Source: an optimization exercise on an open RTL-to-GDS flow (aim: small area). Production flows keep margins and buffers that such runs may drop.
The RTL was checked by simulation tests, not by an equivalence proof against the original design.
Power figures rest on the tool's default switching activity, not on a simulated workload.

## design/flow/design.v

```verilog
module sgp30_crc8 (
    input  wire [7:0] b0,
    input  wire [7:0] b1,
    output reg  [7:0] crc
);
    integer i;
    always @* begin
        crc = 8'hFF ^ b0;
        for (i = 0; i < 8; i = i + 1)
            crc = crc[7] ? ((crc << 1) ^ 8'h31) : (crc << 1);
        crc = crc ^ b1;
        for (i = 0; i < 8; i = i + 1)
            crc = crc[7] ? ((crc << 1) ^ 8'h31) : (crc << 1);
    end
endmodule
module sgp30_framer #(
    parameter [6:0] PERIPH_ADDR  = 7'h58,
    parameter       TICKS_PER_MS = 10
) (
    input  wire        clk,
    input  wire        rst,
    input  wire        start,
    input  wire        reg_wr,
    input  wire [4:0]  reg_addr,
    input  wire [31:0] reg_wdata,
    output reg  [47:0] reg_rdata,
    output wire        busy,
    output wire        done,
    output wire        bus_req_valid,
    output wire        bus_req_read,
    output wire [6:0]  bus_req_addr,
    output wire [3:0]  bus_req_len,
    output wire [63:0] bus_req_wdata,
    input  wire        bus_rsp_valid,
    input  wire        bus_rsp_fail,
    input  wire [71:0] bus_rsp_rdata
);
    localparam TIMER_MAX = 1000 * TICKS_PER_MS;
    localparam TIMER_W   = $clog2(TIMER_MAX + 1);
    localparam [2:0] PH_IDLE     = 3'd0,
                     PH_DISPATCH = 3'd1,
                     PH_BUILD    = 3'd2,
                     PH_WRITE    = 3'd3,
                     PH_SETTLE   = 3'd4,
                     PH_READ     = 3'd5,
                     PH_DECODE   = 3'd6,
                     PH_POLLWAIT = 3'd7;
    localparam [3:0] OP_INITIALISE    = 4'd0,
                     OP_INITIALISE_BL = 4'd1,
                     OP_GET_SERIAL_ID = 4'd2,
                     OP_GET_FEATURES  = 4'd3,
                     OP_MEASURE       = 4'd4,
                     OP_GET_BASELINE  = 4'd5,
                     OP_SET_BASELINE  = 4'd6,
                     OP_GET_RAW       = 4'd7,
                     OP_SET_HUMIDITY  = 4'd8;
    localparam [2:0] CMD_SERIAL_ID    = 3'd0,
                     CMD_FEATURE_SET  = 3'd1,
                     CMD_INIT         = 3'd2,
                     CMD_GET_BASELINE = 3'd3,
                     CMD_SET_BASELINE = 3'd4,
                     CMD_MEASURE      = 3'd5,
                     CMD_RAW_SIGNALS  = 3'd6,
                     CMD_SET_HUMIDITY = 3'd7;
    localparam [2:0] ERR_NONE     = 3'd0,
                     ERR_CHECKSUM = 3'd1,
                     ERR_DOMAIN   = 3'd2,
                     ERR_IO       = 3'd3,
                     ERR_ILLEGAL  = 3'd4;
    reg [3:0]  opsel;
    reg [15:0] arg0, arg1;
    reg [31:0] hum;
    reg        st_busy, st_done, st_ovr, st_lastv;
    reg [2:0]  err;
    reg [15:0] errdata;
    reg [7:0]  errcrc;
    reg [31:0] errval;
    reg [1:0]  rescnt;
    reg [15:0] res0, res1, res2;
    reg [15:0] last_eco2, last_tvoc;
    reg [2:0]  phase;
    reg [3:0]  op;
    reg [15:0] op_arg0, op_arg1;
    reg [31:0] op_hum;
    reg [2:0]  cmd;
    reg [15:0] opc;
    reg [15:0] p0, p1;
    reg [1:0]  npar;
    reg [1:0]  nresp;
    reg [4:0]  settle_ms;
    reg [7:0]  txbuf [0:7];
    reg [3:0]  txlen;
    reg [7:0]  rxbuf [0:8];
    reg [1:0]  blk;
    reg [TIMER_W-1:0] timer;
    reg [4:0]  pollcnt;
    assign busy = st_busy;
    assign done = st_done;
    assign bus_req_valid = (phase == PH_WRITE) || (phase == PH_READ);
    assign bus_req_read  = (phase == PH_READ);
    assign bus_req_addr  = PERIPH_ADDR;
    assign bus_req_len   = (phase == PH_READ) ? {nresp, 1'b0} + {2'b00, nresp} : txlen;
    assign bus_req_wdata = {txbuf[0], txbuf[1], txbuf[2], txbuf[3],
                            txbuf[4], txbuf[5], txbuf[6], txbuf[7]};
    wire [7:0] crc_p0, crc_p1;
    sgp30_crc8 u_crc_p0 (.b0(p0[15:8]), .b1(p0[7:0]), .crc(crc_p0));
    sgp30_crc8 u_crc_p1 (.b0(p1[15:8]), .b1(p1[7:0]), .crc(crc_p1));
    wire [7:0] blk_b0  = rxbuf[{blk, 1'b0} + {2'b00, blk}];
    wire [7:0] blk_b1  = rxbuf[{blk, 1'b0} + {2'b00, blk} + 4'd1];
    wire [7:0] blk_c   = rxbuf[{blk, 1'b0} + {2'b00, blk} + 4'd2];
    wire [7:0] crc_blk;
    sgp30_crc8 u_crc_rx (.b0(blk_b0), .b1(blk_b1), .crc(crc_blk));
    wire [15:0] w0 = {rxbuf[0], rxbuf[1]};
    wire [15:0] w1 = {rxbuf[3], rxbuf[4]};
    wire [15:0] w2 = {rxbuf[6], rxbuf[7]};
    always @* begin
        case (reg_addr)
            5'd0:  reg_rdata = {44'd0, opsel};
            5'd1:  reg_rdata = {32'd0, arg0};
            5'd2:  reg_rdata = {32'd0, arg1};
            5'd3:  reg_rdata = {16'd0, hum};
            5'd4:  reg_rdata = {44'd0, st_lastv, st_ovr, st_done, st_busy};
            5'd5:  reg_rdata = {45'd0, err};
            5'd6:  reg_rdata = {32'd0, errdata};
            5'd7:  reg_rdata = {40'd0, errcrc};
            5'd8:  reg_rdata = {16'd0, errval};
            5'd9:  reg_rdata = {46'd0, rescnt};
            5'd10: reg_rdata = {32'd0, res0};
            5'd11: reg_rdata = {32'd0, res1};
            5'd12: reg_rdata = {32'd0, res2};
            5'd13: reg_rdata = {res0, res1, res2};
            5'd14: reg_rdata = {32'd0, last_eco2};
            5'd15: reg_rdata = {32'd0, last_tvoc};
            5'd16: reg_rdata = {41'd0, PERIPH_ADDR};
            default: reg_rdata = 48'd0;
        endcase
    end
    always @(posedge clk) begin
        if (rst) begin
            opsel <= 4'd0;
            arg0  <= 16'd0;
            arg1  <= 16'd0;
            hum   <= 32'd0;
        end else if (reg_wr) begin
            case (reg_addr)
                5'd0: opsel <= reg_wdata[3:0];
                5'd1: arg0  <= reg_wdata[15:0];
                5'd2: arg1  <= reg_wdata[15:0];
                5'd3: hum   <= reg_wdata;
                default: ;
            endcase
        end
    end
    integer k;
    task finish_error;
        input [2:0]  code;
        input [15:0] data;
        input [7:0]  crcb;
        input [31:0] val;
        begin
            err     <= code;
            errdata <= data;
            errcrc  <= crcb;
            errval  <= val;
            rescnt  <= 2'd0;
            st_busy <= 1'b0;
            st_done <= 1'b1;
            phase   <= PH_IDLE;
        end
    endtask
    task finish_ok;
        input [1:0] count;
        begin
            rescnt  <= count;
            st_busy <= 1'b0;
            st_done <= 1'b1;
            phase   <= PH_IDLE;
        end
    endtask
    task command_done;
        begin
            case (op)
                OP_INITIALISE: begin
                    if (cmd == CMD_INIT) begin
                        timer <= TIMER_MAX[TIMER_W-1:0];
                        phase <= PH_POLLWAIT;
                    end else begin
                        res0      <= w0;
                        res1      <= w1;
                        last_eco2 <= w0;
                        last_tvoc <= w1;
                        st_lastv  <= 1'b1;
                        pollcnt   <= pollcnt + 5'd1;
                        if (w0 != 16'd400 || pollcnt == 5'd19) begin
                            finish_ok(2'd2);
                        end else begin
                            timer <= TIMER_MAX[TIMER_W-1:0];
                            phase <= PH_POLLWAIT;
                        end
                    end
                end
                OP_INITIALISE_BL: begin
                    if (cmd == CMD_INIT) begin
                        cmd   <= CMD_SET_BASELINE;
                        phase <= PH_DISPATCH;
                    end else begin
                        finish_ok(2'd0);
                    end
                end
                OP_GET_SERIAL_ID: begin
                    res0 <= w0;
                    res1 <= w1;
                    res2 <= w2;
                    finish_ok(2'd3);
                end
                OP_GET_FEATURES: begin
                    res0 <= w0;
                    finish_ok(2'd1);
                end
                OP_MEASURE: begin
                    res0      <= w0;
                    res1      <= w1;
                    last_eco2 <= w0;
                    last_tvoc <= w1;
                    st_lastv  <= 1'b1;
                    finish_ok(2'd2);
                end
                OP_GET_BASELINE, OP_GET_RAW: begin
                    res0 <= w0;
                    res1 <= w1;
                    finish_ok(2'd2);
                end
                default: begin
                    finish_ok(2'd0);
                end
            endcase
        end
    endtask
    always @(posedge clk) begin
        if (rst) begin
            phase    <= PH_IDLE;
            st_busy  <= 1'b0;
            st_done  <= 1'b0;
            st_ovr   <= 1'b0;
            st_lastv <= 1'b0;
            err      <= ERR_NONE;
            errdata  <= 16'd0;
            errcrc   <= 8'd0;
            errval   <= 32'd0;
            rescnt   <= 2'd0;
            timer    <= {TIMER_W{1'b0}};
            pollcnt  <= 5'd0;
        end else begin
            if (start && st_busy)
                st_ovr <= 1'b1;
            case (phase)
                PH_IDLE: begin
                    if (start) begin
                        op      <= opsel;
                        op_arg0 <= arg0;
                        op_arg1 <= arg1;
                        op_hum  <= hum;
                        err     <= ERR_NONE;
                        errdata <= 16'd0;
                        errcrc  <= 8'd0;
                        errval  <= 32'd0;
                        st_done <= 1'b0;
                        st_busy <= 1'b1;
                        pollcnt <= 5'd0;
                        case (opsel)
                            OP_INITIALISE, OP_INITIALISE_BL: cmd <= CMD_INIT;
                            OP_GET_SERIAL_ID: cmd <= CMD_SERIAL_ID;
                            OP_GET_FEATURES:  cmd <= CMD_FEATURE_SET;
                            OP_MEASURE:       cmd <= CMD_MEASURE;
                            OP_GET_BASELINE:  cmd <= CMD_GET_BASELINE;
                            OP_SET_BASELINE:  cmd <= CMD_SET_BASELINE;
                            OP_GET_RAW:       cmd <= CMD_RAW_SIGNALS;
                            default:          cmd <= CMD_SET_HUMIDITY;
                        endcase
                        phase <= PH_DISPATCH;
                    end
                end
                PH_DISPATCH: begin
                    npar <= 2'd0;
                    case (cmd)
                        CMD_SERIAL_ID:    begin opc <= 16'h3682; nresp <= 2'd3; settle_ms <= 5'd1;  end
                        CMD_FEATURE_SET:  begin opc <= 16'h202f; nresp <= 2'd1; settle_ms <= 5'd2;  end
                        CMD_INIT:         begin opc <= 16'h2003; nresp <= 2'd0; settle_ms <= 5'd0;  end
                        CMD_GET_BASELINE: begin opc <= 16'h2015; nresp <= 2'd2; settle_ms <= 5'd10; end
                        CMD_SET_BASELINE: begin opc <= 16'h201e; nresp <= 2'd0; settle_ms <= 5'd0;
                                                p0 <= op_arg1; p1 <= op_arg0; npar <= 2'd2;  end
                        CMD_MEASURE:      begin opc <= 16'h2008; nresp <= 2'd2; settle_ms <= 5'd22; end
                        CMD_RAW_SIGNALS:  begin opc <= 16'h2050; nresp <= 2'd2; settle_ms <= 5'd25; end
                        default:          begin opc <= 16'h2061; nresp <= 2'd0; settle_ms <= 5'd0;
                                                p0 <= op_hum[15:0]; npar <= 2'd1;           end
                    endcase
                    if (op > OP_SET_HUMIDITY)
                        finish_error(ERR_ILLEGAL, 16'd0, 8'd0, {28'd0, op});
                    else if (op == OP_SET_HUMIDITY && op_hum[31:16] != 16'd0)
                        finish_error(ERR_DOMAIN, 16'd0, 8'd0, op_hum);
                    else
                        phase <= PH_BUILD;
                end
                PH_BUILD: begin
                    txbuf[0] <= opc[15:8];
                    txbuf[1] <= opc[7:0];
                    txbuf[2] <= p0[15:8];
                    txbuf[3] <= p0[7:0];
                    txbuf[4] <= crc_p0;
                    txbuf[5] <= p1[15:8];
                    txbuf[6] <= p1[7:0];
                    txbuf[7] <= crc_p1;
                    txlen    <= 4'd2 + {npar, 1'b0} + {2'b00, npar};
                    phase    <= PH_WRITE;
                end
                PH_WRITE: begin
                    if (bus_rsp_valid) begin
                        if (bus_rsp_fail) begin
                            finish_error(ERR_IO, 16'd0, 8'd0, 32'd0);
                        end else if (nresp == 2'd0) begin
                            command_done;
                        end else begin
                            timer <= settle_ms * TICKS_PER_MS;
                            phase <= PH_SETTLE;
                        end
                    end
                end
                PH_SETTLE: begin
                    if (timer == {TIMER_W{1'b0}})
                        phase <= PH_READ;
                    else
                        timer <= timer - 1'b1;
                end
                PH_READ: begin
                    if (bus_rsp_valid) begin
                        if (bus_rsp_fail) begin
                            finish_error(ERR_IO, 16'd0, 8'd0, 32'd1);
                        end else begin
                            for (k = 0; k < 9; k = k + 1)
                                rxbuf[k] <= bus_rsp_rdata[71 - 8*k -: 8];
                            blk   <= 2'd0;
                            phase <= PH_DECODE;
                        end
                    end
                end
                PH_DECODE: begin
                    if (crc_blk != blk_c) begin
                        finish_error(ERR_CHECKSUM, {blk_b0, blk_b1}, blk_c, 32'd0);
                    end else if (blk == nresp - 2'd1) begin
                        command_done;
                    end else begin
                        blk <= blk + 2'd1;
                    end
                end
                PH_POLLWAIT: begin
                    if (timer == {TIMER_W{1'b0}}) begin
                        cmd   <= CMD_MEASURE;
                        phase <= PH_DISPATCH;
                    end else begin
                        timer <= timer - 1'b1;
                    end
                end
                default: phase <= PH_IDLE;
            endcase
        end
    end
endmodule
```

## design/flow/run.sh

```bash
#!/bin/bash
# synth_recipe.tcl (not shown) runs the flow's synth.tcl, then flattens the netlist and writes it again
# the make line also repeats each setting of config.mk as NAME=value (left out here)
make -C /OpenROAD-flow-scripts/flow DESIGN_CONFIG=/design/flow/config.mk WORK_HOME=/design/flow/orfs CLKGATE_MAP_FILE= SYNTH_SCRIPT=/design/flow/synth_recipe.tcl finish
```

## design/flow/config.mk

```make
export PLATFORM = sky130hd
export DESIGN_NAME = sgp30_framer
export DESIGN_NICKNAME = sgp30_framer
export VERILOG_FILES = /design/flow/design.v
export SDC_FILE = /design/flow/constraint.sdc
export NUM_CORES = 4
export LEC_CHECK = 0
export CAP_MARGIN = 20
export CORE_MARGIN = 2
export CORE_UTILIZATION = 40
export SLEW_MARGIN = 20
```

## design/flow/constraint.sdc

```tcl
create_clock -name core_clock -period 6.0 [get_ports {clk}]
set_input_delay 1.2000 -clock core_clock [delete_from_list [all_inputs] [get_ports {clk}]]
set_output_delay 1.2000 -clock core_clock [all_outputs]
set_load 0.01 [all_outputs]
```

==> results.txt <==
==> sequential cells by signal (all words and copies together), names as in the netlist, 32 cells and up, named ones only <==
name    flops
errval     32
hum        32
op_hum     32
rxbuf      72
txbuf      56
==> cell usage after synthesis (all sizes together) (13+ instances only) <==
library cell / n / area, sq um
a22oi: 45 / 338
a222oi: 26 / 260
nand4: 16 / 100
xor2: 28 / 245
dfxtp: 158 / 3160
ha: 19 / 238
nor3: 30 / 150
a22o: 44 / 385
a21oi: 164 / 832
nor2: 99 / 374
a21o: 13 / 97.6
a221oi: 37 / 324
nand2: 297 / 1110
and2: 30 / 188
mux2i: 13 / 130
o21ai: 74 / 370
edfxtp: 334 / 10000
xnor2: 80 / 723
buf: 46 / 285
nand3: 75 / 375
clkbuf: 85 / 319
nand2b: 24 / 150
a31oi: 17 / 134
inv: 47 / 176
==> layout make-up <==
cell class                 count  share of cell area (%)
timing repair buffer         271                    9.98
multi-input combinational   1281                    29.5
clock buffer                  69                    5.50
tap                          696                    3.27
sequential                   492                    49.6
antenna                        2                  0.0188
inverter                      50                   0.705
clock inverter                29                    1.43
==> through the flow <==
step	total power (uW)	instance area, sq um	setup slack (ns)	hold slack [ns]	std cells
after global placement	5620	24800	0.727	0.400	2790
after CTS	9040	26600	0.635	0.420	2888
after global routing	9330	26600	0.356	0.429	2889
final	9000	26600	0.640	0.419	2890
after floorplan	5070	21800	0.118	0.400	1954
after detailed placement	5620	24800	0.651	0.406	2790
==> power by group <==
group	internal, uW	switching [uW]
Clock	2040	1390
Combinational	569	936
Sequential	3890	178
==> routing by layer <==
layer / up-vias / GRT usage (%)
met4: 0 / 8.98
met3: 153 / 3.12
li1: 7566 / -
met1: 8126 / 34.5
met5: - / 0
met2: 891 / 37.1
==> cell usage in the layout, fill, tap and decap left out, types with 5 or more instances in the layout <==
cell type and instances:
edfxtp_1 334, nand2_1 297, clkdlybuf4s50_1 228, a21oi_1 162, dfxtp_1 158, nor2_1 96
xnor2_1 77, nand3_1 75, o21ai_0 72, clkbuf_16 52, inv_1 47, a22oi_1 45
a22o_1 44, buf_4 39, a221oi_1 37, and2_1 29, xor2_1 28, a222oi_1 26
nor3_1 26, nand2b_1 24, ha_1 19, nand4_1 16, a31oi_1 14, mux2i_1 13
a21o_1 13, conb_1 12, a211oi_1 10, clkbuf_8 10, nor4_1 9, clkinv_2 9
clkinv_1 8, and3_1 7, bufinv_16 7, clkbuf_1 7, o22ai_1 6, nor3b_1 5
or3_1 5, nor2b_1 5
==> kinds of logic (layout without fill, tap and decap cells) <==
group | count (synthesis) | in the layout | synth area share [%]
buf+inv | 181 | 419 | 3.64
flops | 492 | 492 | 60.7
xor+xnor | 112 | 112 | 4.89
compound gates | 492 | 492 | 15.5
simple gates | 627 | 627 | 13.2
mux | 17 | 17 | 0.806
other cells | 2 | 14 | 0.0346
fa+ha+maj | 21 | 21 | 1.28
==> worst max-delay path, cell delays in order (launching register included) <==
cell	delay [ns]
edfxtp_1	0.55
inv_1	0.14
ha_1	0.64
a221oi_1	0.20
o22a_1	0.24
a41oi_1	0.54
xnor3_1	0.57
xnor3_2	0.30
xnor2_1	0.17
or3_4	0.42
a21oi_4	0.28
and3b_1	0.23
o211a_1	0.26
nor4b_2	0.23
buf_4	0.28
==> how the worst min path moves through the flow <==
stage	startpoint	endpoint	slack [ns]	depth (start not counted)
5_1_grt	op_arg0[11]	p1[11]	0.43	0
4_1_cts	op_arg0[11]	p1[11]	0.42	0
2_1_floorplan	op_arg0[0]	p1[0]	0.40	0
3_5_place_dp	op_arg0[11]	p1[11]	0.41	0
3_3_place_gp	op_arg0[15]	p1[15]	0.40	0
6_report	op_arg0[11]	p1[11]	0.42	0
==> impl_metrics.csv <==
group,metric,value,unit
run_status,outcome,"complete, no violations",
die,die_area,56200,sq um
timing,setup_violations,0,
timing,rsz0062_at_grt,"no",
global_route,grt_start_max_net_pins,111,
timing,hold_viol,0,
cells_and_area,post-route-util,49.5,%
synth,syn_inst,1944,
cells_and_area,nNetsFinal,2284,
clock_network,htree_levels,2,
worst_setup_path,reg2reg_to,"res2[4]",
routing,drtIter0Drc,2217,
routing,drt_wl_total,68300,microns
worst_setup_path,critical_path.max_fanout,19,
die,die_h,237,microns
die,io_pins,242,
cells_and_area,multi_input_area,7860,sq um
global_route,grt-ovfl-total,0,
cells_and_area,final.fill_count,4815,
clock_network,clk_latency,0.63,ns
global_route,antenna_found_initial,1,
power_and_ir_drop,p_leak,0.00910,uW
run,max_cap_violations,0,
routing,ant_nets,0,
die,rows,85,
die,die_x,237,microns
clock_network,cts_tree,"yes",
worst_hold_path,hold_class,"reg -> reg",
timing,fin_skew,0.0385,ns
timing,tns,0,ns
synth,ys.flop_type,"edfxtp_1",
synth,synth_edf_count,334,
power_and_ir_drop,peakVddDrop,0.278,mV
routing,vias,16736,
synth,seq_area_frac_synth,60.7,%
global_route,grt_util_all_layers,24.0,%
routing,wire_per_inst,23.6,microns
worst_setup_path,rr_worst_depth,14,
global_route,grt_pass1_wl,102000,microns
timing,max-slew-margin-rel,30.8,%
die,core-area,53800,sq um
routing,top_layer_used,"met4",
routing,wl_met2,30600,microns
synth,syn_area,21700,sq um
clock_network,cts-root-buf,"clkbuf_16",
clock_network,cts.sinks,492,
worst_setup_path,crit_type,"reg -> reg",
timing,max_freq,187,MHz
clock_network,clk_pin_slew,0.06,ns
routing,dr.pass1.iters,6,
synth,avgSynthCellArea,11.2,sq um
clock_network,cts_buffers,52,
cells_and_area,syn_to_final_growth,22.5,%
worst_setup_path,endpoint,"res2[4]",
cells_and_area,layout-drive-gt1-share,7.53,%
worst_setup_path,arrival,5.64,ns
clock_network,hold_buffers,0,
routing,met3_length,5570,microns
die,start_util,40.4,%
clock_network,postCtsResizedCells,0,
worst_setup_path,endpoint_kind,"flop",
cells_and_area,regArea,13200,sq um
clock_network,post-cts-setup-buffers,0,
timing,drv_slew,0,
worst_setup_path,reg2reg_from,"blk[1]",
timing,timing.final.crit_period,5.36,ns
worst_setup_path,cp.required,6.28,ns
synth,ys_warn_count,4,
synth,yosysUniqueCellTypes,86,
global_route,grt_pass1_vias,15905,
worst_setup_path,r2r_slack,0.64,ns
synth,synthArstFlopShare,0,%
synth,ys_ff_latch,492,
routing,drc_errors,0,
worst_setup_path,critPathLaunch,"blk[1]",
routing,vias_per_cell,5.79,
clock_network,cts_buffer_depth,3,
placed_design,portBuffers,229,
placed_design,gp_congestion,0.961,
routing,wl_met1,29500,microns
power_and_ir_drop,powerDensity,338,nW/um^2
timing,period_share,89.3,%
timing,tightestPinTransition,1.04,ns
worst_setup_path,start_kind,"flop",
placed_design,dpl.hpwl,49600,microns

static timing again, ports no longer ideal:
Ports are ideal in the flow. The routed layout listed here was re-timed in OpenROAD.
Step 1 assumes that a clkbuf_16 drives the clock port and a buf_2 every other input.
Step 2, shift: input delay + t, output delay - t, t = (earliest + latest rising clock arrival at the registers) / 2. This alone moves slack from input paths to output paths.
a / b / c = ideal / step 1 / step 2; a / b = the first two.
t, ns: 0.665
setup WS [ns]: 0.640 / 0.579 / 0.579
worst setup path after step 2: input to output
clock arrival spread, ns: 0.039 / 0.039
pins driven straight from the clock port: 1
After both steps setup and hold are still met in this run. The setup slack of this run moves by -0.061 ns with the drivers and by -0.061 ns with both steps.
